Context: an optimization exercise on an open-source flow, tuned for small area, a short achievable clock period and few clock cycles per item. The choices shown serve that exercise and are no tape-out recipe. The RTL was checked by simulation tests, not by an equivalence proof against the original design. In runs 2 and 4 to 7 the design's own scripts or RTL, not TritonCTS, make the clock network. The clock port is modelled as an ideal driver, which makes a skipped or thinned clock tree look cheaper than it is; a real chip needs a root buffer or a tree. Power and IR drop assume default switching activity.

### design/flow/config.mk
export PLATFORM = sky130hd
export DESIGN_NAME = ppu_render
export DESIGN_NICKNAME = ppu_render
export VERILOG_FILES = /design/flow/design.v
export SDC_FILE = /design/flow/constraint.sdc
export NUM_CORES = 4
export LEC_CHECK = 0
export CAP_MARGIN = 20
export CORE_MARGIN = 2
export CORE_UTILIZATION = 40
export CTS_BUF_LIST = sky130_fd_sc_hd__clkbuf_8
export CTS_CLUSTER_DIAMETER = 100
export CTS_CLUSTER_SIZE = 30
export PLACE_DENSITY = 0.6
export SLEW_MARGIN = 20
### design/flow/constraint.sdc
create_clock -name core_clock -period 5.0 [get_ports {clk}]
set_input_delay 1.0000 -clock core_clock [delete_from_list [all_inputs] [get_ports {clk}]]
set_output_delay 1.0000 -clock core_clock [all_outputs]
set_load 0.01 [all_outputs]
### design/flow/design.v
module ppu_render (
    input  wire         clk,
    input  wire         rst,
    input  wire         start,
    output wire         busy,
    output reg          done,
    input  wire         pal_we,
    input  wire [1:0]   pal_idx,
    input  wire [23:0]  pal_rgb,
    output wire         vram_re,
    output wire [14:0]  vram_addr,
    input  wire [7:0]   vram_rdata,
    output reg          fb_we,
    output wire [7:0]   fb_y,
    output wire [4:0]   fb_col,
    output wire [7:0]   fb_paint,
    output wire [191:0] fb_rgb
);
    reg        run;         
    reg        startup;     
    reg        ph;          
    reg        mflag;       
    reg [2:0]  r;           
    reg [9:0]  cidx;        
    reg [9:0]  cnx;         
    reg [7:0]  tile;
    reg [7:0]  plane0;
    reg [7:0]  sel1, sel2, sel3;    
    reg        ms;          
    reg        re;          
    reg        busy_r;
    reg [1:0]  rd;          
    reg [23:0] paln1, paln2, paln3;
    always @(posedge clk) begin
        if (pal_we) begin
            case (pal_idx)
                2'd1: paln1 <= ~pal_rgb;
                2'd2: paln2 <= ~pal_rgb;
                2'd3: paln3 <= ~pal_rgb;
                default: ;
            endcase
        end
    end
    reg        run_n, startup_n, ph_n, mflag_n;
    reg [2:0]  r_n;
    reg [9:0]  cidx_n;
    reg [1:0]  rd_n;
    always @(*) begin
        run_n     = run;
        startup_n = startup;
        ph_n      = ph;
        mflag_n   = mflag;
        r_n       = r;
        cidx_n    = cidx;
        rd_n      = 2'd0;
        if (run) begin
            if (!ph) begin
                ph_n = 1'b1;
                rd_n = 2'd2;
            end else if (ms) begin
                mflag_n = 1'b1;
                rd_n    = 2'd1;
            end else begin
                ph_n      = 1'b0;
                mflag_n   = 1'b0;
                startup_n = 1'b0;
                r_n       = r + 3'd1;
                if (!startup)
                    rd_n = 2'd3;
                if (r == 3'd0)
                    cidx_n = cnx;
                if (r == 3'd7 && cidx == 10'd895)
                    run_n = 1'b0;
            end
        end else if (start) begin
            run_n     = 1'b1;
            startup_n = 1'b1;
            ph_n      = 1'b1;
            mflag_n   = 1'b0;
            r_n       = 3'd7;
            cidx_n    = 10'h3ff;
        end
    end
    wire ms_n = ph_n & (r_n == 3'd7) & ~mflag_n;
    always @(posedge clk) begin
        startup <= startup_n;
        ph      <= ph_n;
        mflag   <= mflag_n;
        r       <= r_n;
        cidx    <= cidx_n;
        ms      <= ms_n;
        if (rst) begin
            run    <= 1'b0;
            re     <= 1'b0;
            rd     <= 2'd0;
            fb_we  <= 1'b0;
            done   <= 1'b0;
            busy_r <= 1'b0;
        end else begin
            run    <= run_n;
            re     <= run_n & ~(startup_n & ph_n & ~ms_n);
            rd     <= rd_n;
            fb_we  <= (rd == 2'd3);
            done   <= fb_we & ~run & (rd == 2'd0);
            busy_r <= run_n | (rd_n != 2'd0) | (rd == 2'd3);
        end
    end
    assign vram_re   = re;
    assign vram_addr = ms ? {3'b001, 2'b00, cnx}
                          : {3'b000, tile, r, ph};
    always @(posedge clk) begin
        if (start && !run)
            cnx <= 10'd0;
        else
            cnx <= cidx + 10'd1;
    end
    always @(posedge clk) begin
        case (rd)
            2'd1: tile   <= vram_rdata;
            2'd2: plane0 <= vram_rdata;
            default: ;
        endcase
    end
    always @(posedge clk) begin
        sel1 <=  plane0 & ~vram_rdata;
        sel2 <= ~plane0 &  vram_rdata;
        sel3 <=  plane0 &  vram_rdata;
    end
    assign busy = busy_r;
    assign fb_y   = {cidx[9:5], r - 3'd1};
    assign fb_col = cidx[4:0];
    genvar c;
    generate
        for (c = 0; c < 8; c = c + 1) begin : px
            wire s1 = sel1[7-c];
            wire s2 = sel2[7-c];
            wire s3 = sel3[7-c];
            assign fb_paint[c] = s1 | s2 | s3;
            assign fb_rgb[24*c +: 24] = ~(({24{s1}} & paln1) |
                                          ({24{s2}} & paln2) |
                                          ({24{s3}} & paln3));
        end
    endgenerate
endmodule
### design/flow/flow/run.sh
#!/bin/bash
# The standard ORFS layout, with plain buf_1 cells as the port buffers
# instead of the delay buffers buffer_ports picks by default.
set -euo pipefail
export BUFFER_PORTS_ARGS="-buffer_cell sky130_fd_sc_hd__buf_1"
bash standard.sh finish > orfs_make.log 2>&1
### design/flow/standard.sh
#!/bin/bash
# synth_recipe.tcl (not shown) runs the flow's synth.tcl, then flattens the netlist and writes it again
# the make line also repeats each setting of config.mk as NAME=value (left out here)
make -C /OpenROAD-flow-scripts/flow DESIGN_CONFIG=/design/flow/config.mk WORK_HOME=/design/flow/orfs CLKGATE_MAP_FILE= SYNTH_SCRIPT=/design/flow/synth_recipe.tcl "${@:-finish}"
==> results by group, run 1 <==
Setup path
  – Max stage delay cell, worst path: dfxtp_1
  – CP arrival: between 2000 and 2500 ps
  – Reg2reg setup slack: between 2000 and 3000 ps
  – R2R depth: 2
  – Crit path cell chain: a222oi_1, buf_1
  – CP peak stage delay: about 1200 ps
  – FF-to-FF End: cidx[5]$_SDFFCE_PN1P_
  – Critical path origin: sel3[7]$_DFF_P_
  – Critical Path End Type: output pin
  – R2r startpoint: run$_SDFF_PP0_
  – Crit-path max FO: 25
  – CP required: about 4000 ps
  – Setup crit end: fb_rgb[3]
  – Setup Crit Path Kind: register to output pin
  – Startpoint Class: register

Floorplanning
  – Die width: 141 um
  – I/O pins: 270
  – Num rows: 50
  – Die height: around 140 um
  – CORE AREA: 18600 um^2
  – Die area: around 20000 um^2
  – Initial cell density of the core: just over 40%

Route
  – Via density: roughly 7.2
  – Max layer used: met4
  – DR DRC count: 0
  – Total iterations of the first detailed-routing run: 15
  – Wirelength per Cell: 27.8 um
  – DRT Wirelength: slightly below 30 mm
  – M1 wire length: 10.5 mm
  – DRT iter0 DRCs: between 2k and 2.5k
  – Routed via count: about 7.5k
  – DR WL met2: 13.2 mm
  – WL met3: between 4 and 5 mm
  – Post-DRT Antenna Nets: 0

Synthesis
  – EDFF count, synth: 98
  – Netlist cell types: just under 50
  – Synth Instances: 664
  – Mean Syn Cell Area: 11.4 um^2
  – Register area share after synthesis: about half
  – Ys flop type: edfxtp_1
  – Synth Cell Area: ~7600 um^2
  – YS warnings: 1
  – Post-synthesis async set-or-reset flop share: 0%
  – FF+latch count, synth: roughly 150

Clocking
  – Clock Tree Root: clkbuf_8
  – Sink Count: around 150
  – CTS tree: done
  – CTS Hold Bufs: 0
  – TritonCTS Buffers: 17
  – # resized after CTS: 0
  – Post-CTS Setup Bufs: 0
  – H-tree Lvls: 4
  – Reg clk slew, reported paths: ~80 ps
  – Skew-Pair Late Insertion Delay: between 400 and 500 ps
  – Bufs on Longest Clock Path: 2

Timing
  – Min Tclk post-route: between 3000 and 4000 ps
  – Final setup viols: 0
  – Max_slew headroom: approximately 16%
  – Setup WS post-layout: roughly 1900 ps
  – Clk_skew: roughly 11 ps
  – Slew Viols, Final: 0
  – Final Hold Viols: 0
  – Unrepaired setup endpoints after global routing: no
  – Slew @ Worst Pin: 1260 ps
  – Worst hold slack: around 440 ps
  – Setup TNS: 0 ps
  – Final worst path period share: 62.9%
  – FMAX: approximately 320 MHz

Placed design
  – Pre-CTS setup slack: 2110 ps
  – Port bufs: around 270
  – Inst Count DP: 1016
  – Placer Congestion: around 0.93
  – DP HPWL: around 18 mm

GRT
  – Antenna violations before repair: 0
  – GRT Total Usage: approximately 28%
  – First-pass GRT wire length: 41.6 mm
  – Vias in the first global route: 7139
  – Grt total ovfl: 0
  – Largest net degree at the start of global routing: 27

Finish
  – Nets: 844
  – Commonest non-fill, non-tap cells in the layout: buf_1, a222oi_1, edfxtp_1, inv_1, dfxtp_1
  – Ant. Diodes: 0
  – Layout Cells excl Fill: between 1k and 1.5k
  – Area grow syn2layout: 14.4%
  – Fraction of layout cells with a size suffix above 1: approximately a tenth
  – Fill cells: about 1.7k
  – Commonest non-fill, non-tap cell in the layout: buf_1

Worst hold path
  – Hold crit path type: register to register

Power and ir drop
  – Static Leak: 0.00278 uW
  – PwrDens: about 360 nW/um^2
  – Max VDD drop: 0.000147 V

Outcome
  – Outcome: complete, no violations

Job
  – MaxCap Viol Count: 0
[layer usage]
metal  global-route usage [%]  up-vias
met5                        0        -
met4                     11.9        0
met3                     7.29      152
met2                     43.3      793
met1                     36.0     3517
li1                         -     3043
[per-stage QoR]
step | util, % | cell area [um^2] | total power (uW)
after floorplan | - | 7560 | 2030
after global placement | 44.4 | 8280 | 2300
after detailed placement | 44.5 | 8290 | 2310
after CTS | 46.3 | 8640 | 3110
after global routing | 46.4 | 8650 | 3240
final | 46.4 | 8650 | 3110
[layout make-up]
class	count	area, um^2	area share [%]
clock buffer	17	234	2.71
clock inverter	15	109	1.26
inverter	30	113	1.30
multi-input combinational	336	2940	34.0
sequential	146	3930	45.5
tap	234	293	3.38
timing repair buffer	270	1020	11.8
[worst max-delay path: cells and delay by family, from the launching register on]
family                 cells  cell delay (ps)
DFF                        1             1160
buffers and inverters      1              230
AOI/OAI and AO/OA          1              340
[synthesized netlist by cell type (2+ instances only)]
library cell	count	share of area (%)
a21oi_1	2	0.13
a222oi_1	192	25
and2_1	9	0.74
and3_1	3	0.25
and4bb_1	2	0.33
buf_1	67	3.3
buf_2	4	0.26
buf_4	3	0.30
buf_6	2	0.30
clkbuf_1	77	3.8
dfxtp_1	48	13
edfxtp_1	98	39
ha_1	5	0.83
inv_1	30	1.5
mux2_2	8	1.2
nand2_1	9	0.45
nand2b_1	13	1.1
nand3_1	5	0.33
nand3_2	2	0.26
nand4_1	2	0.17
nor2_1	15	0.74
nor2_2	2	0.17
nor2b_1	23	1.9
nor3_1	2	0.13
o21ai_0	3	0.20
or3_1	8	0.66
xor2_1	8	0.93
[how the worst min path moves through the flow]
stage	startpoint	end	slack [ps]	depth (start not counted)
2_1_floorplan	plane0[0]$_DFFE_PN_	sel2[0]$_DFF_P_	420	1
3_3_place_gp	plane0[5]$_DFFE_PN_	sel2[5]$_DFF_P_	420	1
5_1_grt	plane0[3]$_DFFE_PN_	sel2[3]$_DFF_P_	470	1
3_5_place_dp	plane0[3]$_DFFE_PN_	sel2[3]$_DFF_P_	430	1
4_1_cts	plane0[5]$_DFFE_PN_	sel2[5]$_DFF_P_	450	1
6_report	plane0[1]$_DFFE_PN_	sel2[1]$_DFF_P_	440	1
[sequential cells by signal, summed over array words and instances (netlist names), 10 cells and up]
| name | cells |
|---|---|
| paln2 | 24 |
| paln3 | 24 |
| cnx | 10 |
| paln1 | 24 |
| cidx | 10 |
[logic make-up after synthesis]
family / share of synthesized area (%)
AO/OA/AOI/OAI: 27.3
buffers and inverters: 9.50
flip-flops: 51.6
AND/OR/NAND/NOR: 8.46
XOR/XNOR: 1.04
multiplexers: 1.19
adder cells (fa/ha/maj): 0.828
other: 0.0496
[report_power, final]
group	internal (uW)	total (uW)	switching, uW
clock network	346	806	460
registers	1390	1640	251
logic	290	663	372
total	2020	3110	1080
Testbench counts, summed over its fixed seeds: cycles 243,796, frames 16.
==> inputs of run 2 (changes only) <==
==> design/flow/flow/run.sh (replaced) <==
#!/bin/bash
# The standard ORFS layout, with two changes:
#  - plain buf_1 cells as the port buffers instead of the delay buffers
#    buffer_ports picks by default;
#  - after CTS, the clock tree is rebuilt as one balanced level of clkbuf_16
#    cells driven by the clock port (flow/post_cts.tcl), which cuts the clock
#    latency every register sees by the same amount.
set -euo pipefail
export BUFFER_PORTS_ARGS="-buffer_cell sky130_fd_sc_hd__buf_1"
export POST_CTS_TCL="$PWD/flow/post_cts.tcl"
bash standard.sh finish > orfs_make.log 2>&1
==> design/flow/flow/post_cts.tcl (new file) <==
# Replace the clock tree that CTS built with a shallow balanced one: the
# clock port drives 4 buffers, one at the centre of each of 4 clusters of
# flip-flops (k-means on their positions); each drives 2 leaf buffers, one
# per half of its cluster, and the leaves drive the clock pins. Every
# flip-flop sees two buffers between the port and its clock pin.
set l1_master sky130_fd_sc_hd__clkbuf_8
set leaf_master sky130_fd_sc_hd__clkbuf_16
set block [ord::get_db_block]
set clk [$block findNet clk]

# the clock tree: every buffer reached from the port through buffers
set tree {}
set todo [list $clk]
set sinks {}
while {[llength $todo]} {
  set net [lindex $todo 0]
  set todo [lrange $todo 1 end]
  foreach it [$net getITerms] {
    if {![$it isInputSignal] && [[$it getMTerm] getSigType] ne "CLOCK" && [$it getIoType] ne "INPUT"} { continue }
    if {[$it getIoType] ne "INPUT"} { continue }
    set inst [$it getInst]
    set m [[$inst getMaster] getName]
    if {[string match "sky130_fd_sc_hd__clkbuf_*" $m] || [string match "sky130_fd_sc_hd__buf_*" $m] || [string match "sky130_fd_sc_hd__clkinv*" $m] || [string match "sky130_fd_sc_hd__inv_*" $m]} {
      set onet [[$inst findITerm [expr {[string match "*inv*" $m] ? "Y" : "X"}]] getNet]
      set used 0
      if {$onet ne "NULL" && $onet ne ""} { set used [llength [$onet getITerms]] }
      if {[string match "*inv*" $m] && $used > 1} { error "inverter in the clock tree: [$inst getName]" }
      lappend tree $inst
      if {$used > 1} { lappend todo $onet }
    } elseif {[[$inst getMaster] isSequential]} {
      lappend sinks $it
    } else {
      error "unexpected clock load [$inst getName] $m"
    }
  }
}
puts "post_cts: [llength $tree] tree buffers, [llength $sinks] clock pins"

# positions
proc kmeans {pts k iters} {
  # seeds: points spread along x+y (k=2: ends; k=4: quartiles of x and y)
  set n [llength $pts]
  set xs [lsort -real [lmap p $pts {lindex $p 0}]]
  set ys [lsort -real [lmap p $pts {lindex $p 1}]]
  if {$k == 4} {
    set x1 [lindex $xs [expr {$n / 4}]]
    set x3 [lindex $xs [expr {3 * $n / 4}]]
    set y1 [lindex $ys [expr {$n / 4}]]
    set y3 [lindex $ys [expr {3 * $n / 4}]]
    set cent [list [list $x1 $y1] [list $x3 $y1] [list $x1 $y3] [list $x3 $y3]]
  } else {
    set dx [expr {[lindex $xs end] - [lindex $xs 0]}]
    set dy [expr {[lindex $ys end] - [lindex $ys 0]}]
    if {$dx >= $dy} {
      set cent [list [list [lindex $xs [expr {$n / 4}]] [lindex $ys [expr {$n / 2}]]] [list [lindex $xs [expr {3 * $n / 4}]] [lindex $ys [expr {$n / 2}]]]]
    } else {
      set cent [list [list [lindex $xs [expr {$n / 2}]] [lindex $ys [expr {$n / 4}]]] [list [lindex $xs [expr {$n / 2}]] [lindex $ys [expr {3 * $n / 4}]]]]
    }
  }
  for {set iter 0} {$iter < $iters} {incr iter} {
    set asg {}
    foreach p $pts {
      set best 0; set bd 1e30
      for {set j 0} {$j < $k} {incr j} {
        set c [lindex $cent $j]
        set d [expr {abs([lindex $p 0] - [lindex $c 0]) + abs([lindex $p 1] - [lindex $c 1])}]
        if {$d < $bd} { set bd $d; set best $j }
      }
      lappend asg $best
    }
    set new {}
    for {set j 0} {$j < $k} {incr j} {
      set sx 0.0; set sy 0.0; set cnt 0
      foreach p $pts a $asg { if {$a == $j} { set sx [expr {$sx + [lindex $p 0]}]; set sy [expr {$sy + [lindex $p 1]}]; incr cnt } }
      if {$cnt} { lappend new [list [expr {$sx / $cnt}] [expr {$sy / $cnt}]] } else { lappend new [lindex $cent $j] }
    }
    set cent $new
  }
  return [list $cent $asg]
}

set pts {}
foreach it $sinks {
  set b [[$it getInst] getBBox]
  lappend pts [list [expr {([$b xMin] + [$b xMax]) / 2.0}] [expr {([$b yMin] + [$b yMax]) / 2.0}]]
}
lassign [kmeans $pts 4 50] cent asg

# tear down the old tree
foreach it $sinks { $it disconnect }
foreach inst $tree {
  set m [[$inst getMaster] getName]
  set onet [[$inst findITerm [expr {[string match "*inv*" $m] ? "Y" : "X"}]] getNet]
  odb::dbInst_destroy $inst
  if {$onet ne "NULL" && $onet ne ""} { odb::dbNet_destroy $onet }
}

# build the new tree: port -> 4 buffers -> 2 leaf buffers each -> clock pins
proc add_buf {block mname name x y in} {
  set inst [odb::dbInst_create $block [[ord::get_db] findMaster $mname] $name]
  $inst setLocation [expr {int($x) - 1500}] [expr {int($y) - 1360}]
  $inst setPlacementStatus PLACED
  set net [odb::dbNet_create $block "${name}_net"]
  $net setSigType CLOCK
  [$inst findITerm A] connect $in
  [$inst findITerm X] connect $net
  return $net
}
for {set k 0} {$k < 4} {incr k} {
  set c [lindex $cent $k]
  set mid [add_buf $block $l1_master "clkbuf_l1_$k" [lindex $c 0] [lindex $c 1] $clk]
  set sub {}; set subp {}
  foreach it $sinks p $pts a $asg { if {$a == $k} { lappend sub $it; lappend subp $p } }
  lassign [kmeans $subp 2 30] c2 a2
  for {set j 0} {$j < 2} {incr j} {
    set cc [lindex $c2 $j]
    set leaf [add_buf $block $leaf_master "clkbuf_l2_${k}_$j" [lindex $cc 0] [lindex $cc 1] $mid]
    set cnt 0
    foreach it $sub a $a2 { if {$a == $j} { $it connect $leaf; incr cnt } }
    puts "post_cts: clkbuf_l2_${k}_$j at $cc drives $cnt clock pins"
  }
}

detailed_placement
check_placement -verbose
estimate_parasitics -placement
report_clock_skew
report_clock_latency
--- a/design/flow/config.mk
+++ b/design/flow/config.mk
@@ -8,8 +8,5 @@
 export CAP_MARGIN = 20
 export CORE_MARGIN = 2
 export CORE_UTILIZATION = 40
-export CTS_BUF_LIST = sky130_fd_sc_hd__clkbuf_8
-export CTS_CLUSTER_DIAMETER = 100
-export CTS_CLUSTER_SIZE = 30
 export PLACE_DENSITY = 0.6
 export SLEW_MARGIN = 20
==> run 2 against run 1 <==
  * Largest power group unchanged
  * Clock skew grew 20 ps
  * Fmax is 13% higher
  * Combinational power hardly changed
  * Critical endpoint is now fb_rgb[170]
  * Sequential power barely moved
  * Die area stayed put
==> results by group, run 2 <==
Timing
  – Setup TNS: 0 ps
  – Final Hold Viols: 0
  – Setup WS post-layout: about 2200 ps
  – Slew Viols, Final: 0
  – FMAX: around 360 MHz
  – Final setup viols: 0
  – Final worst path period share: 55.8%
  – Max_slew headroom: between 30% and 40%
  – Unrepaired setup endpoints after global routing: no
  – Min Tclk post-route: between 2000 and 3000 ps
  – Slew @ Worst Pin: between 1000 and 1500 ps
  – Clk_skew: roughly 31 ps

Job
  – MaxCap Viol Count: 0

Synthesis
  – Post-synthesis async set-or-reset flop share: 0%
  – Ys flop type: edfxtp_1
  – Top-area cell type share of the netlist area: approximately two fifths
  – YS warnings: 1
  – EDFF count, synth: between 90 and 100
  – FF+latch count, synth: about 150
  – Synth Cell Area: 7560 um^2
  – Netlist cell types: 49
  – Top post-synthesis cells by count: a222oi_1, edfxtp_1, clkbuf_1
  – Synth Instances: around 660
  – Most frequent cell after synthesis: a222oi_1
  – Mean Syn Cell Area: approximately 11 um^2
  – Register area share after synthesis: 51.6%
  – Largest area contributor in the netlist: edfxtp_1
  – Top cells by area, synth: edfxtp_1, a222oi_1, dfxtp_1

Setup path
  – CP arrival: roughly 1800 ps
  – Max stage delay cell, worst path: a222oi_1
  – Crit-path max FO: 25
  – Crit path cell chain: a222oi_1, buf_1
  – Setup Crit Path Kind: register to output pin
  – CP peak stage delay: between 600 and 700 ps
  – CP delay by family, top: compound AO/OA/AOI/OAI gates
  – CP required: approximately 4000 ps
  – CP Buf/Inv Count: 1
  – Critical Path End Type: output pin
  – Startpoint Class: register

GRT
  – Vias in the first global route: 7061
  – Largest net degree at the start of global routing: 27
  – GRT Total Usage: roughly 27%
  – First-pass GRT wire length: approximately 41 mm
  – Grt total ovfl: 0
  – Antenna violations before repair: 0

Placed design
  – Placer Congestion: just over 0.9
  – DP HPWL: between 15 and 20 mm
  – Port bufs: ~270
  – Pre-CTS setup slack: ~2100 ps

Route
  – DR DRC count: 0
  – Post-DRT Antenna Nets: 0
  – Total iterations of the first detailed-routing run: 19
  – Routed via count: 7383
  – Wirelength per Cell: about 28 um
  – DRT iter0 DRCs: approximately 2.0k
  – Via density: 7.18
  – DRT Wirelength: 29.1 mm

Finish
  – Area grow syn2layout: 13.3%
  – Commonest non-fill, non-tap cells in the layout: buf_1, a222oi_1, edfxtp_1, inv_1
  – Ant. Diodes: 0
  – Regs by FF count: paln1 x24, paln2 x24, paln3 x24
  – Nets: between 800 and 900
  – Commonest non-fill, non-tap cell in the layout: buf_1
  – Fraction of layout cells with a size suffix above 1: between 7 and 8%
  – Fill cells: approximately 1.7k
  – Fin util: between 40% and 50%

Clocking
  – Reg clk slew, reported paths: approximately 90 ps
  – Skew-Pair Late Insertion Delay: between 200 and 300 ps
  – Sink Count: between 100 and 150

Worst hold path
  – Hold crit path type: register to register

Power and ir drop
  – PwrDens: between 300 and 400 nW/um^2
  – Final total power: approximately 3000 uW
  – Static Leak: ~0.0027 uW
  – Max VDD drop: approximately 0.00017 V

Floorplanning
  – CORE AREA: 18600 um^2
  – Num rows: 50
  – Die height: between 100 and 150 um
  – Die width: between 100 and 150 um
  – Die area: about 20000 um^2
  – I/O pins: 270
  – Initial cell density of the core: approximately two fifths

Outcome
  – Outcome: complete, no violations
[run 2: cell counts after synthesis]
Identical to the previous run, type by type.
[run 2: worst paths after layout]
path | startpoint | to | slack [ps] | depth (start not counted)
max | sel2[0]$_DFF_P_ | fb_rgb[170] | 2210 | 2
min reg2reg | plane0[0]$_DFFE_PN_ | sel2[0]$_DFF_P_ | 420 | 1
min | plane0[0]$_DFFE_PN_ | sel2[0]$_DFF_P_ | 420 | 1
max reg2reg | run$_SDFF_PP0_ | cidx[2]$_SDFFCE_PN1P_ | 2600 | 2
[run 2: per-layer routing]
metal / GRT usage [%] / wire length (um) / share of wire, % / up-vias
li1: - / - / - / 3021
met1: 35.3 / 10400 / 36 / 3471
met2: 43.7 / 13200 / 46 / 743
met3: 5.53 / 4200 / 14 / 148
met4: 12.1 / 1250 / 4.3 / 0
met5: 0 / 0 / 0 / -
[run 2: where the power goes]
group | leakage (uW) | switching, uW | total (uW) | internal (uW)
clock | 0.000127 | 334 | 692 | 358
combinational | 0.00131 | 373 | 663 | 290
sequential | 0.00130 | 250 | 1640 | 1390
total | 0.00274 | 957 | 2990 | 2040
[run 2: cell families (layout without fill, tap and decap cells)]
family | Yosys count | in the layout | share of synthesized area (%)
adder cells (fa/ha/maj) | 5 | 5 | 0.828
buffers and inverters | 183 | 312 | 9.50
multiplexers | 8 | 8 | 1.19
flip-flops | 146 | 146 | 51.6
other | 1 | 2 | 0.0496
XOR/XNOR | 9 | 9 | 1.04
AND/OR/NAND/NOR | 105 | 105 | 8.46
AO/OA/AOI/OAI | 207 | 207 | 27.3
[run 2: cell type report]
class	instances	area, um^2	share of cell area [%]
multi-input cells	336	2940	34.4
plain buffers	12	255	2.98
well taps	234	293	3.42
flip-flops and latches	146	3930	45.9
inverters	30	113	1.32
repair buffers	270	1020	12.0
[run 2: worst register-to-register path, stage by stage (launching register included)]
cell and delay, ps:
dfxtp_1 960, nand3b_4 210, o21bai_1 850
[run 2: through the flow]
step / hold slack (ps) / cells / instance area, um^2
final: 420 / 1028 / 8560
after global routing: 445 / 1028 / 8560
after detailed placement: 433 / 1016 / 8290
after global placement: 424 / 1016 / 8280
after floorplan: 418 / 665 / 7560
==> inputs of run 3 (changes only) <==
--- a/design/flow/design.v
+++ b/design/flow/design.v
@@ -22,7 +22,6 @@
     reg        mflag;       
     reg [2:0]  r;           
     reg [9:0]  cidx;        
-    reg [9:0]  cnx;         
     reg [7:0]  tile;
     reg [7:0]  plane0;
     reg [7:0]  sel1, sel2, sel3;    
@@ -41,6 +40,17 @@
             endcase
         end
     end
+    localparam [9:0] CELL_LAST = {5'd18, 5'd16};
+    wire [1:0] rl       = cidx[6:5];
+    wire [2:0] rh       = cidx[9:7];
+    wire [4:0] col      = cidx[4:0];
+    wire       rl_wrap  = (rl == 2'b10);
+    wire       row_last = rl_wrap & (rh == 3'b100);
+    wire [1:0] rl_nx    = {rl[0], ~rl[1]};
+    wire [2:0] rh_nx    = rl_wrap ? {rh[1:0], ~(rh[2] ^ rh[1])} : rh;
+    wire [4:0] col_nx   = row_last ? {col[3:0], col[4] ^ col[2] ^ (col[3:0] == 4'd0)}
+                                   : col;
+    wire [9:0] cell_nx  = {rh_nx, rl_nx, col_nx};
     reg        run_n, startup_n, ph_n, mflag_n;
     reg [2:0]  r_n;
     reg [9:0]  cidx_n;
@@ -68,8 +78,8 @@
                 if (!startup)
                     rd_n = 2'd3;
                 if (r == 3'd0)
-                    cidx_n = cnx;
-                if (r == 3'd7 && cidx == 10'd895)
+                    cidx_n = cell_nx;
+                if (r == 3'd7 && !startup && cidx == CELL_LAST)
                     run_n = 1'b0;
             end
         end else if (start) begin
@@ -78,7 +88,7 @@
             ph_n      = 1'b1;
             mflag_n   = 1'b0;
             r_n       = 3'd7;
-            cidx_n    = 10'h3ff;
+            cidx_n    = CELL_LAST;   
         end
     end
     wire ms_n = ph_n & (r_n == 3'd7) & ~mflag_n;
@@ -106,14 +116,8 @@
         end
     end
     assign vram_re   = re;
-    assign vram_addr = ms ? {3'b001, 2'b00, cnx}
+    assign vram_addr = ms ? {3'b001, 2'b00, cell_nx}
                           : {3'b000, tile, r, ph};
-    always @(posedge clk) begin
-        if (start && !run)
-            cnx <= 10'd0;
-        else
-            cnx <= cidx + 10'd1;
-    end
     always @(posedge clk) begin
         case (rd)
             2'd1: tile   <= vram_rdata;
==> run 3 against run 2 <==
  * Synthesized cell count down 2.6%
  * The flow now stops in clock tree synthesis
  * Synthesized area fell by 4.5%
==> results by group, run 3 <==
Floorplanning
  – Initial cell density of the core: 40.5%
  – Die width: around 140 um
  – I/O pins: 270
  – Num rows: 49
  – Die height: around 140 um

Synthesis
  – Register area share after synthesis: 51.3%
  – Most frequent cell after synthesis: a222oi_1
  – Largest area contributor in the netlist: edfxtp_1
  – Synth Instances: 647
  – Netlist cell types: 42
  – Top post-synthesis cells by count: a222oi_1, edfxtp_1, clkbuf_1
  – Mean Syn Cell Area: between 10 and 15 um^2
  – EDFF count, synth: approximately 100
  – YS warnings: 1
  – Top cells by area, synth: edfxtp_1, a222oi_1, dfxtp_1
  – Ys flop type: edfxtp_1
  – FF+latch count, synth: between 100 and 150
  – Post-synthesis async set-or-reset flop share: 0%
  – Top-area cell type share of the netlist area: between 40% and 50%
  – Synth Cell Area: about 7200 um^2

Outcome
  – Stopped at: clock tree synthesis
  – Outcome: did not finish
  – Stop err: Error: cts.tcl, 90 unexpected clock load clkload12 sky130_fd_sc_hd__bufinv_16

Placed design
  – Port bufs: around 270
  – Placer Congestion: around 0.87
  – DP HPWL: between 15 and 20 mm

Clocking
  – Sink Count: ~140
==> run 3: cell count changes after synthesis, sizes merged, moves of 4 or more <==
| cell | previous run | this run |
|---|---|---|
| nand2b | 13 | 3 |
| inv | 30 | 34 |
| mux2 | 8 | 3 |
| a21oi | 3 | 11 |
| nand3 | 7 | 3 |
| dfxtp | 48 | 38 |
| mux2i | 0 | 7 |
| nor2b | 24 | 32 |
| xor2 | 8 | 1 |
==> run 3: worst max path at each step <==
stage,slack (ps),to
floorplan,2520,paln1[0]$_DFFE_PP_
global placement,2340,fb_rgb[147]
detailed placement,2280,fb_rgb[100]
==> run 3: metrics by stage <==
stage | instances | area (um^2) | hold WS [ps] | setup slack [ps]
2_1_floorplan | 648 | 7220 | 418 | 2520
3_3_place_gp | 995 | 7940 | 420 | 2340
3_5_place_dp | 995 | 7950 | 434 | 2280
==> run 3: power groups by stage <==
stage	Sequential [uW]	Clock, uW	Combinational (uW)
floorplan	1350	0	492
detailed placement	1530	0	563
global placement	1520	0	556
==> run 3: cells by family after synthesis <==
kind of cell | Yosys count | synth area share (%)
AO/OA/AOI/OAI | 217 | 28.7
buffers and inverters | 187 | 10.2
flip-flops | 136 | 51.3
AND/OR/NAND/NOR | 90 | 7.31
multiplexers | 10 | 1.44
adder cells (fa/ha/maj) | 5 | 0.867
other | 1 | 0.0519
XOR/XNOR | 1 | 0.121
Testbench counts of run 3, summed over its fixed seeds: cycles 243,796, frames 16.
==> inputs of run 4 (changes only) <==
--- a/design/flow/flow/post_cts.tcl
+++ b/design/flow/flow/post_cts.tcl
@@ -6,6 +6,12 @@
 set l1_master sky130_fd_sc_hd__clkbuf_8
 set leaf_master sky130_fd_sc_hd__clkbuf_16
 set block [ord::get_db_block]
+proc out_iterm {inst} {
+  foreach it [$inst getITerms] {
+    if {[$it getIoType] eq "OUTPUT" && ![$it isSpecial]} { return $it }
+  }
+  error "no output on [$inst getName]"
+}
 set clk [$block findNet clk]
 
 # the clock tree: every buffer reached from the port through buffers
@@ -20,11 +26,11 @@
     if {[$it getIoType] ne "INPUT"} { continue }
     set inst [$it getInst]
     set m [[$inst getMaster] getName]
-    if {[string match "sky130_fd_sc_hd__clkbuf_*" $m] || [string match "sky130_fd_sc_hd__buf_*" $m] || [string match "sky130_fd_sc_hd__clkinv*" $m] || [string match "sky130_fd_sc_hd__inv_*" $m]} {
-      set onet [[$inst findITerm [expr {[string match "*inv*" $m] ? "Y" : "X"}]] getNet]
+    if {[regexp {^sky130_fd_sc_hd__(clkbuf|buf|clkinv|clkinvlp|inv|bufinv|clkdlybuf4s[0-9]+)_[0-9]+$} $m]} {
+      set onet [[out_iterm $inst] getNet]
       set used 0
       if {$onet ne "NULL" && $onet ne ""} { set used [llength [$onet getITerms]] }
-      if {[string match "*inv*" $m] && $used > 1} { error "inverter in the clock tree: [$inst getName]" }
+      if {[string match "*inv*" $m] && $used > 1} { error "inverting cell in the clock tree: [$inst getName]" }
       lappend tree $inst
       if {$used > 1} { lappend todo $onet }
     } elseif {[[$inst getMaster] isSequential]} {
@@ -90,7 +96,7 @@
 foreach it $sinks { $it disconnect }
 foreach inst $tree {
   set m [[$inst getMaster] getName]
-  set onet [[$inst findITerm [expr {[string match "*inv*" $m] ? "Y" : "X"}]] getNet]
+  set onet [[out_iterm $inst] getNet]
   odb::dbInst_destroy $inst
   if {$onet ne "NULL" && $onet ne ""} { odb::dbNet_destroy $onet }
 }
==> run 4 against run 3 <==
  * Now clean on timing, DRC and antenna
  * Synthesized area stayed put
  * Synthesized cell count did not move
==> results by group, run 4 <==
Power and ir drop
  – Sw Pwr: roughly 900 uW
  – Max VDD drop: between 0.0002 and 0.0003 V
  – PwrDens: between 300 and 400 nW/um^2
  – Switch share: 31.7%
  – Static Leak: around 0.0026 uW
  – Seq pwr share: 55.1%
  – Final total power: 2770 uW
  – Pint: roughly 1900 uW
  – Comb pwr share: roughly a fifth
  – Part of the power in the clock network: ~25%

Setup path
  – Crit path cell chain: a222oi_1, buf_1
  – Setup Crit Path Kind: register to output pin
  – Crit-path max FO: 25
  – Max stage delay cell, worst path: dfxtp_1
  – Startpoint Class: register
  – CP arrival: just under 2000 ps
  – CP required: 4000 ps
  – Critical Path End Type: output pin
  – CP peak stage delay: between 1000 and 1500 ps

Job
  – MaxCap Viol Count: 0

Finish
  – Commonest non-fill, non-tap cell in the layout: buf_1
  – Fill cells: about 1.7k
  – Commonest non-fill, non-tap cells in the layout: buf_1, a222oi_1, edfxtp_1, inv_1, nor2b_1
  – Nets: 823
  – Fraction of layout cells with a size suffix above 1: about 5.3%
  – Ant. Diodes: 0
  – Regs by FF count: paln1 x24, paln2 x24, paln3 x24
  – Area grow syn2layout: 13.8%
  – Fin util: 46.1%

Timing
  – Setup TNS: 0 ps
  – Worst hold slack: around 420 ps
  – Final setup viols: 0
  – Final Hold Viols: 0
  – FMAX: roughly 340 MHz
  – Unrepaired setup endpoints after global routing: no
  – Max_slew headroom: between 15 and 20%
  – Slew Viols, Final: 0
  – Min Tclk post-route: slightly below 3000 ps
  – Final worst path period share: 59.5%
  – Slew @ Worst Pin: roughly 1200 ps
  – Clk_skew: 23.0 ps
  – Setup WS post-layout: slightly above 2000 ps

Route
  – Via density: 7.14
  – Wirelength per Cell: 27.8 um
  – DRT Wirelength: 28.0 mm
  – Post-DRT Antenna Nets: 0
  – Total iterations of the first detailed-routing run: 15
  – Routed via count: between 7k and 8k
  – DR DRC count: 0
  – DRT iter0 DRCs: roughly 1.9k

Placed design
  – Port bufs: 267
  – Pre-CTS setup slack: between 2000 and 2500 ps
  – DP HPWL: roughly 17 mm
  – Placer Congestion: 0.872

Synthesis
  – Mean Syn Cell Area: 11.2 um^2
  – EDFF count, synth: roughly 100
  – Ys flop type: edfxtp_1
  – Register area share after synthesis: between 50% and 60%
  – Top post-synthesis cells by count: a222oi_1, edfxtp_1, clkbuf_1
  – Netlist cell types: between 40 and 50
  – Synth Cell Area: 7220 um^2
  – YS warnings: 1
  – Largest area contributor in the netlist: edfxtp_1
  – Top cells by area, synth: edfxtp_1, a222oi_1, dfxtp_1
  – Synth Instances: roughly 650
  – Top-area cell type share of the netlist area: about two fifths
  – Post-synthesis async set-or-reset flop share: 0%
  – FF+latch count, synth: 136
  – Most frequent cell after synthesis: a222oi_1

GRT
  – Antenna violations before repair: 0
  – GR Util met1: 34.5%
  – Grt total ovfl: 0
  – Gr busiest metal: met2
  – GR Layer Usage met2: between 40 and 50%
  – Vias in the first global route: approximately 7k
  – Grt met3 use: just under 7%
  – Largest net degree at the start of global routing: 27
  – First-pass GRT wire length: roughly 41 mm
  – GRT Total Usage: between 20 and 30%

Floorplanning
  – Num rows: 49
  – Initial cell density of the core: 40.5%
  – CORE AREA: between 15000 and 20000 um^2
  – Die height: roughly 140 um
  – Die width: around 140 um
  – I/O pins: 270
  – Die area: between 15000 and 20000 um^2

Clocking
  – Skew-Pair Late Insertion Delay: 280 ps
  – Reg clk slew, reported paths: about 70 ps
  – Sink Count: 136

Outcome
  – Outcome: complete, no violations

Worst hold path
  – Hold crit path type: register to register
## run 4: cell counts after synthesis
Identical to the previous run, type by type.
## run 4: metrics by stage
stage	instance area (um^2)	std cells
after global routing	8220	1007
after detailed placement	7950	995
after floorplan	7220	648
after global placement	7940	995
final	8220	1007
## run 4: final cells by class
cell class	count	area [um^2]	share of cell area, %
tap	229	287	3.49
buffer	12	255	3.11
inverter	34	128	1.55
multi-input combinational	325	2790	34.0
sequential	136	3720	45.3
timing repair buffer	271	1030	12.6
## run 4: path summary, 6_finish.rpt
path | startpoint | endpoint | slack, ps | depth (start not counted)
max | sel1[7]$_DFF_P_ | fb_rgb[12] | 2030 | 2
min | plane0[0]$_DFFE_PN_ | sel2[0]$_DFF_P_ | 420 | 1
max reg2reg | ms$_DFF_P_ | cidx[0]$_SDFFCE_PN0P_ | 3250 | 4
min reg2reg | plane0[0]$_DFFE_PN_ | sel2[0]$_DFF_P_ | 420 | 1
## run 4: cell families (layout without fill, tap and decap cells)
logic type,Yosys count,after routing,share of synthesized area (%)
buffers and inverters,187,317,10.2
flip-flops,136,136,51.3
multiplexers,10,10,1.44
AO/OA/AOI/OAI,217,217,28.7
adder cells (fa/ha/maj),5,5,0.867
AND/OR/NAND/NOR,90,90,7.31
XOR/XNOR,1,1,0.121
other,1,2,0.0519
## run 4: worst max-delay path, delay by kind of cell, from the launching register on
family | cells | cell delay, ps
AOI/OAI and AO/OA | 1 | 330
buffers and inverters | 1 | 210
DFF | 1 | 1140
## run 4: power groups by stage
stage	Sequential (uW)	Combinational, uW	Clock, uW
finish	1520	564	679
floorplan	1350	492	0
detailed placement	1530	563	0
global route	1530	617	740
global placement	1520	556	0
## run 4: routing by layer
| metal | part of all wire [%] | wire (um) | vias up |
|---|---|---|---|
| li1 | - | - | 2959 |
| met4 | 5.0 | 1400 | 0 |
| met3 | 14 | 3930 | 127 |
| met2 | 46 | 12900 | 734 |
| met1 | 35 | 9770 | 3372 |
| met5 | 0 | 0 | - |
==> inputs of run 5 (changes only) <==
--- a/design/flow/design.v
+++ b/design/flow/design.v
@@ -22,6 +22,7 @@
     reg        mflag;       
     reg [2:0]  r;           
     reg [9:0]  cidx;        
+    reg [9:0]  cnx;         
     reg [7:0]  tile;
     reg [7:0]  plane0;
     reg [7:0]  sel1, sel2, sel3;    
@@ -116,8 +117,14 @@
         end
     end
     assign vram_re   = re;
-    assign vram_addr = ms ? {3'b001, 2'b00, cell_nx}
+    assign vram_addr = ms ? {3'b001, 2'b00, cnx}
                           : {3'b000, tile, r, ph};
+    always @(posedge clk) begin
+        if (start && !run)
+            cnx <= 10'd0;
+        else
+            cnx <= cell_nx;
+    end
     always @(posedge clk) begin
         case (rd)
             2'd1: tile   <= vram_rdata;
==> design/flow/flow/run.sh (replaced) <==
#!/bin/bash
# The standard ORFS layout, with three changes:
#  - plain buf_1 cells as the port buffers instead of the delay buffers
#    buffer_ports picks by default;
#  - before detailed placement, each output port buffer is moved next to the
#    cell that drives it, and high-fanout flip-flops get their strongest
#    drive (flow/pre_dpl.tcl);
#  - after CTS, the clock tree is rebuilt as a shallow balanced tree of
#    clkbuf cells (flow/post_cts.tcl), which cuts the clock latency every
#    register sees by the same amount.
set -euo pipefail
export BUFFER_PORTS_ARGS="-buffer_cell sky130_fd_sc_hd__buf_1"
export PRE_DETAIL_PLACE_TCL="$PWD/flow/pre_dpl.tcl"
export POST_CTS_TCL="$PWD/flow/post_cts.tcl"
bash standard.sh finish > orfs_make.log 2>&1
==> design/flow/flow/pre_dpl.tcl (new file) <==
# Move each output port buffer onto the cell that drives it, before detailed
# placement legalizes the rows. Global placement leaves these buffers
# anywhere on the line between their driver and the port, which makes weak
# drivers (the colour gates) drive most of the wire; next to the driver, the
# port buffer drives the wire to the port instead.
set block [ord::get_db_block]
set moved 0
foreach inst [$block getInsts] {
  if {![string match "output*" [$inst getName]]} { continue }
  if {![string match "sky130_fd_sc_hd__buf_*" [[$inst getMaster] getName]]} { continue }
  set onet [[$inst findITerm X] getNet]
  if {$onet eq "NULL" || [llength [$onet getBTerms]] != 1} { continue }
  set anet [[$inst findITerm A] getNet]
  if {$anet eq "NULL"} { continue }
  set drv ""
  foreach it [$anet getITerms] {
    if {[$it getIoType] eq "OUTPUT"} { set drv [$it getInst] }
  }
  if {$drv eq ""} { continue }
  set b [$drv getBBox]
  $inst setLocation [$b xMin] [$b yMin]
  incr moved
}
puts "pre_dpl: moved $moved output buffers next to their drivers"

# Flip-flops that drive many loads (the per-pixel colour selects, 24 gates
# each) get the strongest drive of their own cell type.
set strong [[ord::get_db] findMaster sky130_fd_sc_hd__dfxtp_4]
set sized 0
foreach inst [$block getInsts] {
  if {![string match "sky130_fd_sc_hd__dfxtp_*" [[$inst getMaster] getName]]} { continue }
  set qnet [[$inst findITerm Q] getNet]
  if {$qnet eq "NULL"} { continue }
  if {[llength [$qnet getITerms]] - 1 >= 12} {
    $inst swapMaster $strong
    incr sized
  }
}
puts "pre_dpl: $sized high-fanout flip-flops set to dfxtp_4"
==> run 5 against run 4 <==
  * Critical path depth is 1 higher
  * Global-route usage increased by 1.2 points
  * Die area is 3.1% higher
  * Sequential share of layout area grew 1.3 points
  * Register-to-register slack lost 250 ps
  * Clock power up 3%
  * Combinational power shrank 3%
  * Largest power group unchanged
==> results by group, run 5 <==
Route
  – Wirelength per Cell: 29.3 um
  – Routed via count: 7446
  – DR DRC count: 0
  – DRT Wirelength: 29.9 mm
  – DRT iter0 DRCs: between 2k and 2.5k
  – Post-DRT Antenna Nets: 0
  – Via density: ~7.3
  – Total iterations of the first detailed-routing run: 15

Synthesis
  – Synth Instances: 660
  – Top post-synthesis cells by count: a222oi_1, edfxtp_1, clkbuf_1
  – FF+latch count, synth: about 150
  – Top cells by area, synth: edfxtp_1, a222oi_1, dfxtp_1
  – EDFF count, synth: slightly below 100
  – Largest area contributor in the netlist: edfxtp_1
  – Synth Cell Area: 7450 um^2
  – Register area share after synthesis: between 50 and 60%
  – XOR/XNOR share of the synthesized area: less than 1%
  – Netlist cell types: slightly above 40
  – Mux cell area share after synthesis: under 10%
  – Adder-Cell Fraction of Synth Area: less than 1%
  – Largest family of logic cells by synthesized area: compound AO/OA/AOI/OAI gates
  – YS warnings: 1
  – Complex-gate fraction of the synthesized area: between 20% and 30%
  – Post-synthesis async set-or-reset flop share: 0%
  – Simple-gate portion of the synthesized area: under 10%
  – Ys flop type: edfxtp_1
  – Most frequent cell after synthesis: a222oi_1
  – Mean Syn Cell Area: ~11 um^2
  – Top-area cell type share of the netlist area: between 30% and 40%

Finish
  – Nets: 837
  – Commonest non-fill, non-tap cells in the layout: buf_1, a222oi_1, edfxtp_1, inv_1, nor2b_1
  – Fraction of layout cells with a size suffix above 1: under 10%
  – Regs by FF count: paln1 x24, paln2 x24, paln3 x24
  – Layout Cells excl Fill: approximately 1k
  – Area grow syn2layout: 14.8%
  – Fin area: 8560 um^2
  – Ant. Diodes: 0
  – Commonest non-fill, non-tap cell in the layout: buf_1
  – Fill cells: approximately 1.7k

Setup path
  – CP required: 4000 ps
  – CP arrival: 1550 ps
  – Setup crit end: fb_rgb[51]
  – R2r startpoint: run$_SDFF_PP0_
  – FF-to-FF End: cidx[1]$_SDFFCE_PN0P_
  – Critical path origin: sel1[5]$_DFF_P_
  – Critical Path End Type: output pin
  – Reg2reg setup slack: 3000 ps
  – Startpoint Class: register
  – Setup Crit Path Kind: register to output pin
  – R2R depth: 2
  – Crit-path max FO: 24

Floorplanning
  – Die height: about 140 um
  – CORE AREA: 18100 um^2
  – Die area: 19700 um^2
  – Num rows: 49
  – Initial cell density of the core: about two fifths
  – I/O pins: 270
  – Die width: 141 um

Placed design
  – Port bufs: 267
  – Inst Count DP: between 1k and 1.5k
  – Pre-CTS setup slack: ~2300 ps
  – Placer Congestion: 0.860
  – DP HPWL: ~19 mm
  – Dpl cell area: approximately 8300 um^2

GRT
  – Grt total ovfl: 0
  – Antenna violations before repair: 0
  – Largest net degree at the start of global routing: 26
  – First-pass GRT wire length: about 43 mm
  – GRT Total Usage: between 20% and 30%
  – Vias in the first global route: between 7k and 8k

Timing
  – Min Tclk post-route: 2550 ps
  – Worst hold slack: 435 ps
  – Final Hold Viols: 0
  – Slew Viols, Final: 0
  – Unrepaired setup endpoints after global routing: no
  – Setup WS post-layout: 2450 ps
  – Final setup viols: 0
  – Final worst path period share: between 50% and 60%
  – Setup TNS: 0 ps
  – Clk_skew: 31.1 ps
  – Slew @ Worst Pin: slightly above 900 ps
  – FMAX: about 390 MHz
  – Max_slew headroom: about two fifths

Job
  – MaxCap Viol Count: 0

Worst hold path
  – Hold crit path type: register to register

Clocking
  – Sink Count: about 150
  – Reg clk slew, reported paths: 90 ps
  – Skew-Pair Late Insertion Delay: 300 ps

Power and ir drop
  – Static Leak: about 0.0028 uW
  – PwrDens: between 300 and 400 nW/um^2
  – Max VDD drop: ~0.00020 V

Outcome
  – Outcome: complete, no violations
-- run 5: changes by cell type after synthesis, moves of 2 or more --
cell and delta:
mux2_2 +5, inv_1 -2, clkbuf_1 +6, buf_2 -10
dfxtp_1 +10, nand2b_1 +3, buf_1 +6, a21oi_1 -7
nand2_1 +5
-- run 5: area by class of cell --
cell class / count / area [um^2] / area share [%]
buffer: 12 / 255 / 2.98
timing repair buffer: 272 / 1050 / 12.2
sequential: 146 / 3990 / 46.6
inverter: 32 / 120 / 1.40
tap: 229 / 287 / 3.35
multi-input combinational: 330 / 2860 / 33.4
-- run 5: where the power goes --
group	switching [uW]	total (uW)	internal, uW	leakage (uW)
Clock	341	699	358	0.000127
Sequential	193	1560	1370	0.00131
Combinational	324	547	223	0.00133
Total	858	2810	1950	0.00277
-- run 5: cells by family (layout without fill, tap and decap cells) --
family                   after synthesis  in the layout
other                                  1              2
flip-flops                           146            146
multiplexers                          15             15
buffers and inverters                185            316
XOR/XNOR                               1              1
AO/OA/AOI/OAI                        211            211
adder cells (fa/ha/maj)                5              5
AND/OR/NAND/NOR                       96             96
-- run 5: through the flow --
stage	power (uW)	util (%)
global route	2930	47.2
finish	2810	47.2
global placement	2100	45.2
detailed placement	2120	45.8
floorplan	1880	-
-- run 5: worst max-delay path: stages, from the launching register on --
cell	delay, ps
dfxtp_1	320
buf_4	250
a222oi_1	400
buf_1	270
-- run 5: worst min-delay path by stage --
stage	from	endpoint	slack [ps]	cells past startpoint
global route	plane0[1]$_DFFE_PN_	sel2[1]$_DFF_P_	470	1
global placement	plane0[0]$_DFFE_PN_	sel2[0]$_DFF_P_	420	1
finish	plane0[3]$_DFFE_PN_	sel2[3]$_DFF_P_	440	1
floorplan	plane0[0]$_DFFE_PN_	sel2[0]$_DFF_P_	420	1
detailed placement	plane0[7]$_DFFE_PN_	sel2[7]$_DFF_P_	420	1
-- run 5: per-layer routing --
layer	vias up	GRT usage, %	routed length [um]
met5	-	0	0
met2	791	44.4	13400
met4	0	15.7	1470
met3	147	10.4	5190
met1	3498	34.0	9890
li1	3010	-	-
Testbench counts of run 5, summed over its fixed seeds: cycles 243,796, frames 16.
==> inputs of run 6 (changes only) <==
--- a/design/flow/config.mk
+++ b/design/flow/config.mk
@@ -9,4 +9,5 @@
 export CORE_MARGIN = 2
 export CORE_UTILIZATION = 40
 export PLACE_DENSITY = 0.6
+export SETUP_SLACK_MARGIN = 2.7
 export SLEW_MARGIN = 20
==> run 6 against run 5 <==
  * Synthesized cell count did not move
  * Combinational power up 45%
  * Global-route usage increased by 2.2 points
  * Clock power up 2.9%
  * Flip-flop and latch count is the same
  * First-iteration DRC count grew 30%
  * Core utilization is 7.2 points higher
  * Synthesized area unchanged
  * Fmax rose by 2.5%
==> results by group, run 6 <==
Outcome
  – Outcome: complete, no violations

Finish
  – Nets: about 900
  – Fin util: a little over half
  – Area grow syn2layout: 32.5%
  – Fraction of layout cells with a size suffix above 1: roughly two fifths
  – Multi-input logic area: between 2000 and 3000 um^2
  – Register Area: ~4000 um^2
  – Commonest non-fill, non-tap cells in the layout: a222oi_1, buf_2, edfxtp_1, buf_1, inv_1
  – Commonest non-fill, non-tap cell in the layout: a222oi_1
  – Fill cells: around 1.6k
  – Regs by FF count: paln1 x24, paln2 x24, paln3 x24
  – Ant. Diodes: 0
  – Layout Cells excl Fill: 1085

Route
  – Routed via count: 7889
  – Total iterations of the first detailed-routing run: 19
  – DR DRC count: 0
  – Via density: slightly above 7
  – DRT Wirelength: 35.6 mm
  – DRT iter0 DRCs: around 2.7k
  – Post-DRT Antenna Nets: 0
  – Wirelength per Cell: 32.8 um

Setup path
  – Crit-path max FO: 8
  – CP required: 4000 ps
  – Setup Crit Path Kind: register to output pin
  – CP peak stage delay: around 540 ps
  – CP arrival: around 1500 ps
  – CP Buf/Inv Count: 1
  – Reg2reg setup slack: approximately 2900 ps
  – Startpoint Class: register
  – Critical Path End Type: output pin
  – CP delay by family, top: flip-flops
  – Max stage delay cell, worst path: edfxtp_1
  – Crit path cell chain: a222oi_1, buf_2

Power and ir drop
  – Static Leak: 0.00371 uW
  – Max VDD drop: roughly 0.00017 V
  – PwrDens: just over 300 nW/um^2

Placed design
  – Port bufs: about 270
  – Inst Count DP: between 1k and 1.5k
  – DP HPWL: between 15 and 20 mm
  – Placer Congestion: around 0.9
  – Pre-CTS setup slack: approximately 2300 ps

Floorplanning
  – Die height: roughly 140 um
  – Num rows: 49
  – Die width: between 100 and 150 um
  – I/O pins: between 200 and 300
  – Initial cell density of the core: roughly 41%
  – Die area: between 15000 and 20000 um^2
  – CORE AREA: 18100 um^2

Timing
  – Final worst path period share: between 40% and 50%
  – Min Tclk post-route: about 2500 ps
  – Worst hold slack: 440 ps
  – Final Hold Viols: 0
  – Unrepaired setup endpoints after global routing: yes
  – Slew Viols, Final: 0
  – Max_slew headroom: about two fifths
  – Final setup viols: 0
  – Slew @ Worst Pin: 911 ps
  – Setup TNS: 0 ps
  – Setup WS post-layout: about 2500 ps
  – Clk_skew: between 20 and 30 ps
  – FMAX: between 400 and 500 MHz

GRT
  – Grt total ovfl: 0
  – Vias in the first global route: ~7k
  – Largest net degree at the start of global routing: 30
  – GRT Total Usage: 30.6%
  – First-pass GRT wire length: 45.5 mm
  – Antenna violations before repair: 0

Synthesis
  – Most frequent cell after synthesis: a222oi_1
  – Netlist cell types: between 40 and 50
  – EDFF count, synth: 98
  – Top-area cell type share of the netlist area: slightly below 40%
  – FF+latch count, synth: 146
  – YS warnings: 1
  – Largest area contributor in the netlist: edfxtp_1
  – Register area share after synthesis: 52.4%
  – Post-synthesis async set-or-reset flop share: 0%
  – Top cells by area, synth: edfxtp_1, a222oi_1, dfxtp_1
  – Ys flop type: edfxtp_1
  – Synth Instances: 660
  – Mean Syn Cell Area: 11.3 um^2
  – Synth Cell Area: between 7000 and 8000 um^2
  – Top post-synthesis cells by count: a222oi_1, edfxtp_1, clkbuf_1

Job
  – MaxCap Viol Count: 0

Clocking
  – Skew-Pair Late Insertion Delay: approximately 300 ps
  – Sink Count: about 150
  – Reg clk slew, reported paths: roughly 80 ps

Worst hold path
  – Hold crit path type: register to register
run 6: worst paths after layout:
| kind | from | end | cells after the start |
|---|---|---|---|
| worst max-delay path | paln1[4]$_DFFE_PP_ | fb_rgb[172] | 2 |
| worst min-delay path | plane0[4]$_DFFE_PN_ | sel2[4]$_DFF_P_ | 1 |
| worst max register to register | ms$_DFF_P_ | cidx[2]$_SDFFCE_PN0P_ | 4 |
| worst min register to register | plane0[4]$_DFFE_PN_ | sel2[4]$_DFF_P_ | 1 |
run 6: kinds of logic after synthesis:
kind of cell / share of synthesized area (%)
xor+xnor: 0.118
simple gates: 7.30
other cells: 0.0503
compound gates: 27.6
fa+ha+maj: 0.839
buf+inv: 9.52
flops: 52.4
mux: 2.15
run 6: routing by layer:
layer  wire (um)  track usage [%]  vias to the layer above
li1            -                -                     3141
met1       12400             38.1                     3724
met2       15700             48.8                      886
met3        5860             10.3                      138
met4        1550             13.1                        0
met5           0                0                        -
run 6: power breakdown:
| part | internal [uW] | switching [uW] |
|---|---|---|
| registers | 1370 | 151 |
| clock network | 359 | 360 |
| logic | 373 | 422 |
| total | 2100 | 933 |
run 6: area by class of cell:
type / count / area share (%)
plain buffers: 12 / 2.59
inverters: 32 / 1.24
multi-input cells: 330 / 29.4
flip-flops and latches: 146 / 40.6
well taps: 229 / 2.90
repair buffers: 336 / 23.3
run 6: per-stage QoR:
step | total power (uW) | cell area [um^2]
2_1_floorplan | 1880 | 7460
3_3_place_gp | 2100 | 8180
3_5_place_dp | 2110 | 8280
5_1_grt | 3130 | 9870
6_report | 3030 | 9870
==> inputs of run 7 (changes only) <==
--- a/design/flow/config.mk
+++ b/design/flow/config.mk
@@ -7,7 +7,6 @@
 export LEC_CHECK = 0
 export CAP_MARGIN = 20
 export CORE_MARGIN = 2
-export CORE_UTILIZATION = 40
-export PLACE_DENSITY = 0.6
-export SETUP_SLACK_MARGIN = 2.7
+export CORE_UTILIZATION = 50
+export PLACE_DENSITY = 0.65
 export SLEW_MARGIN = 20
==> run 7 against run 6 <==
  * Still clean
  * Die area fell by 19%
  * Synthesized cell count did not move
  * Fmax fell by 1.5%
  * Combinational power fell by 34%
  * Final area fell by 14%
  * Critical path type unchanged
  * Highest routed layer unchanged
==> results by group, run 7 <==
Setup path
  – CP peak stage delay: ~450 ps
  – CP arrival: 1530 ps
  – Setup Crit Path Kind: register to output pin
  – CP delay by family, top: flip-flops
  – CP required: 4000 ps
  – Crit-path max FO: 16
  – Max stage delay cell, worst path: dfxtp_4
  – CP Buf/Inv Count: 2
  – Crit path cell chain: buf_4, a222oi_1, buf_1
  – Startpoint Class: register
  – Critical Path End Type: output pin

Synthesis
  – Mean Syn Cell Area: around 11 um^2
  – Synth Instances: 660
  – Top cells by area, synth: edfxtp_1, a222oi_1, dfxtp_1
  – Most frequent cell after synthesis: a222oi_1
  – Register area share after synthesis: 52.4%
  – Top post-synthesis cells by count: a222oi_1, edfxtp_1, clkbuf_1
  – EDFF count, synth: just under 100
  – FF+latch count, synth: around 150
  – Post-synthesis async set-or-reset flop share: 0%
  – Largest area contributor in the netlist: edfxtp_1
  – Netlist cell types: a little over 40
  – Synth Cell Area: around 7500 um^2
  – YS warnings: 1
  – Ys flop type: edfxtp_1
  – Top-area cell type share of the netlist area: approximately 40%

Route
  – Via density: roughly 7.6
  – Wirelength per Cell: just under 30 um
  – Post-DRT Antenna Nets: 0
  – Routed via count: approximately 7.4k
  – DRT Wirelength: approximately 29 mm
  – DRT iter0 DRCs: 1948
  – DR DRC count: 0
  – Total iterations of the first detailed-routing run: 19

Timing
  – Setup TNS: 0 ps
  – Min Tclk post-route: ~2500 ps
  – Clk_skew: between 20 and 25 ps
  – FMAX: a little under 400 MHz
  – Slew @ Worst Pin: 885 ps
  – Final Hold Viols: 0
  – Max_slew headroom: roughly two fifths
  – Final setup viols: 0
  – Final worst path period share: 50.5%
  – Worst hold slack: roughly 440 ps
  – Slew Viols, Final: 0
  – Unrepaired setup endpoints after global routing: no

GRT
  – First-pass GRT wire length: a little over 40 mm
  – Largest net degree at the start of global routing: 26
  – Antenna violations before repair: 0
  – Vias in the first global route: approximately 7.0k
  – Grt total ovfl: 0
  – GRT Total Usage: between 30% and 40%

Finish
  – Commonest non-fill, non-tap cells in the layout: buf_1, a222oi_1, edfxtp_1, inv_1, nor2b_1
  – Fraction of layout cells with a size suffix above 1: about 7.3%
  – Fin area: 8500 um^2
  – Fill cells: around 1.3k
  – Regs by FF count: paln1 x24, paln2 x24, paln3 x24
  – Nets: ~840
  – Layout Cells excl Fill: 976
  – Ant. Diodes: 0
  – Area grow syn2layout: 14.0%
  – Commonest non-fill, non-tap cell in the layout: buf_1

Floorplanning
  – I/O pins: 270
  – Die area: around 16000 um^2
  – CORE AREA: about 15000 um^2
  – Initial cell density of the core: between 50% and 60%
  – Die width: about 130 um
  – Die height: around 130 um
  – Num rows: 44

Job
  – MaxCap Viol Count: 0

Outcome
  – Outcome: complete, no violations

Worst hold path
  – Hold crit path type: register to register

Placed design
  – Port bufs: around 270
  – Dpl cell area: 8240 um^2
  – Inst Count DP: 964
  – DP HPWL: roughly 18 mm
  – Placer Congestion: ~0.88

Clocking
  – Sink Count: 146
  – Reg clk slew, reported paths: roughly 90 ps
  – Skew-Pair Late Insertion Delay: 290 ps

Power and ir drop
  – PwrDens: 330 nW/um^2
  – Static Leak: 0.00277 uW
  – Final total power: approximately 2800 uW
  – Max VDD drop: around 0.00022 V
[run 7: logic make-up after synthesis]
| group | share of synthesized area (%) |
|---|---|
| xor gates and xnor gates | 0.118 |
| and+or+nand+nor | 7.30 |
| adders and majority gates | 0.839 |
| DFF | 52.4 |
| buffers and inverters | 9.52 |
| AOI/OAI and AO/OA | 27.6 |
| other | 0.0503 |
| muxes | 2.15 |
[run 7: where the power goes]
group          internal (uW)  total [uW]  switching, uW  leakage (uW)
logic                    222         525            303       0.00133
registers               1370        1570            203       0.00131
clock network            358         707            348      0.000127
total                   1950        2800            854       0.00277
[run 7: area by class of cell]
cell class / instances / area [um^2] / share of cell area [%]
sequential: 146 / 4000 / 47.1
multi-input combinational: 330 / 2850 / 33.5
timing repair buffer: 272 / 1040 / 12.2
buffer: 12 / 255 / 3.00
tap: 184 / 230 / 2.71
inverter: 32 / 120 / 1.41
[run 7: worst register-to-register path, delay by kind of cell, from the launching register on]
kind,cells,cell delay [ps]
compound gates,1,510
simple gates,1,670
flops,1,420
[run 7: per-stage QoR]
stage	util (%)	setup slack [ps]
floorplan	-	2520
finish	58.5	2470
global placement	56.0	2300
global route	58.5	2440
detailed placement	56.7	2330
[run 7: final timing paths]
| check | from | endpoint | slack, ps | cells after the start |
|---|---|---|---|---|
| min reg2reg | plane0[0]$_DFFE_PN_ | sel2[0]$_DFF_P_ | 440 | 1 |
| min | plane0[0]$_DFFE_PN_ | sel2[0]$_DFF_P_ | 440 | 1 |
| max reg2reg | run$_SDFF_PP0_ | cidx[5]$_SDFFCE_PN0P_ | 3040 | 2 |
| max | sel2[1]$_DFF_P_ | fb_rgb[160] | 2470 | 3 |
[run 7: layer usage]
layer / GRT usage (%) / up-vias / share of wire, %
li1: - / 3014 / -
met1: 42.4 / 3459 / 35
met2: 53.3 / 814 / 45
met3: 9.13 / 158 / 15
met4: 17.3 / 0 / 4.9
met5: 0 / - / 0

-- afterwards: timing with drivers on the ports --
In the flow no input, the clock included, has a driving cell. The finished layouts below were timed again as built, in two steps. Step 1 sets driving cells, clkbuf_16 on the clock port and buf_2 on the other inputs (assumed; they add their load-dependent delay and slew). Step 2 moves the port delays by t, midway between the first and last clock arrival at a register: inputs arrive t later, outputs are due t later. That takes back most of the time a late clock gives input paths. a / b / c = no drivers / after step 1 / after step 2; a / b = the first two.
run	t (ns)	setup WS [ns]	worst register clock-pin slew, ns
run 1	0.469	1.855 / 1.811 / 2.090	0.09 / 0.09
run 2	0.350	2.212 / 2.140 / 2.089	0.09 / 0.09
run 4	0.344	2.027 / 1.956 / 2.299	0.08 / 0.08
run 5	0.354	2.451 / 2.377 / 2.282	0.09 / 0.09
run 6	0.361	2.512 / 2.437 / 2.549	0.10 / 0.10
run 7	0.350	2.474 / 2.405 / 2.299	0.09 / 0.09
After both steps setup and hold are still met in every run listed. The setup slack of run 7, which loses most, moves by -0.069 ns with the drivers and by -0.175 ns with both steps.
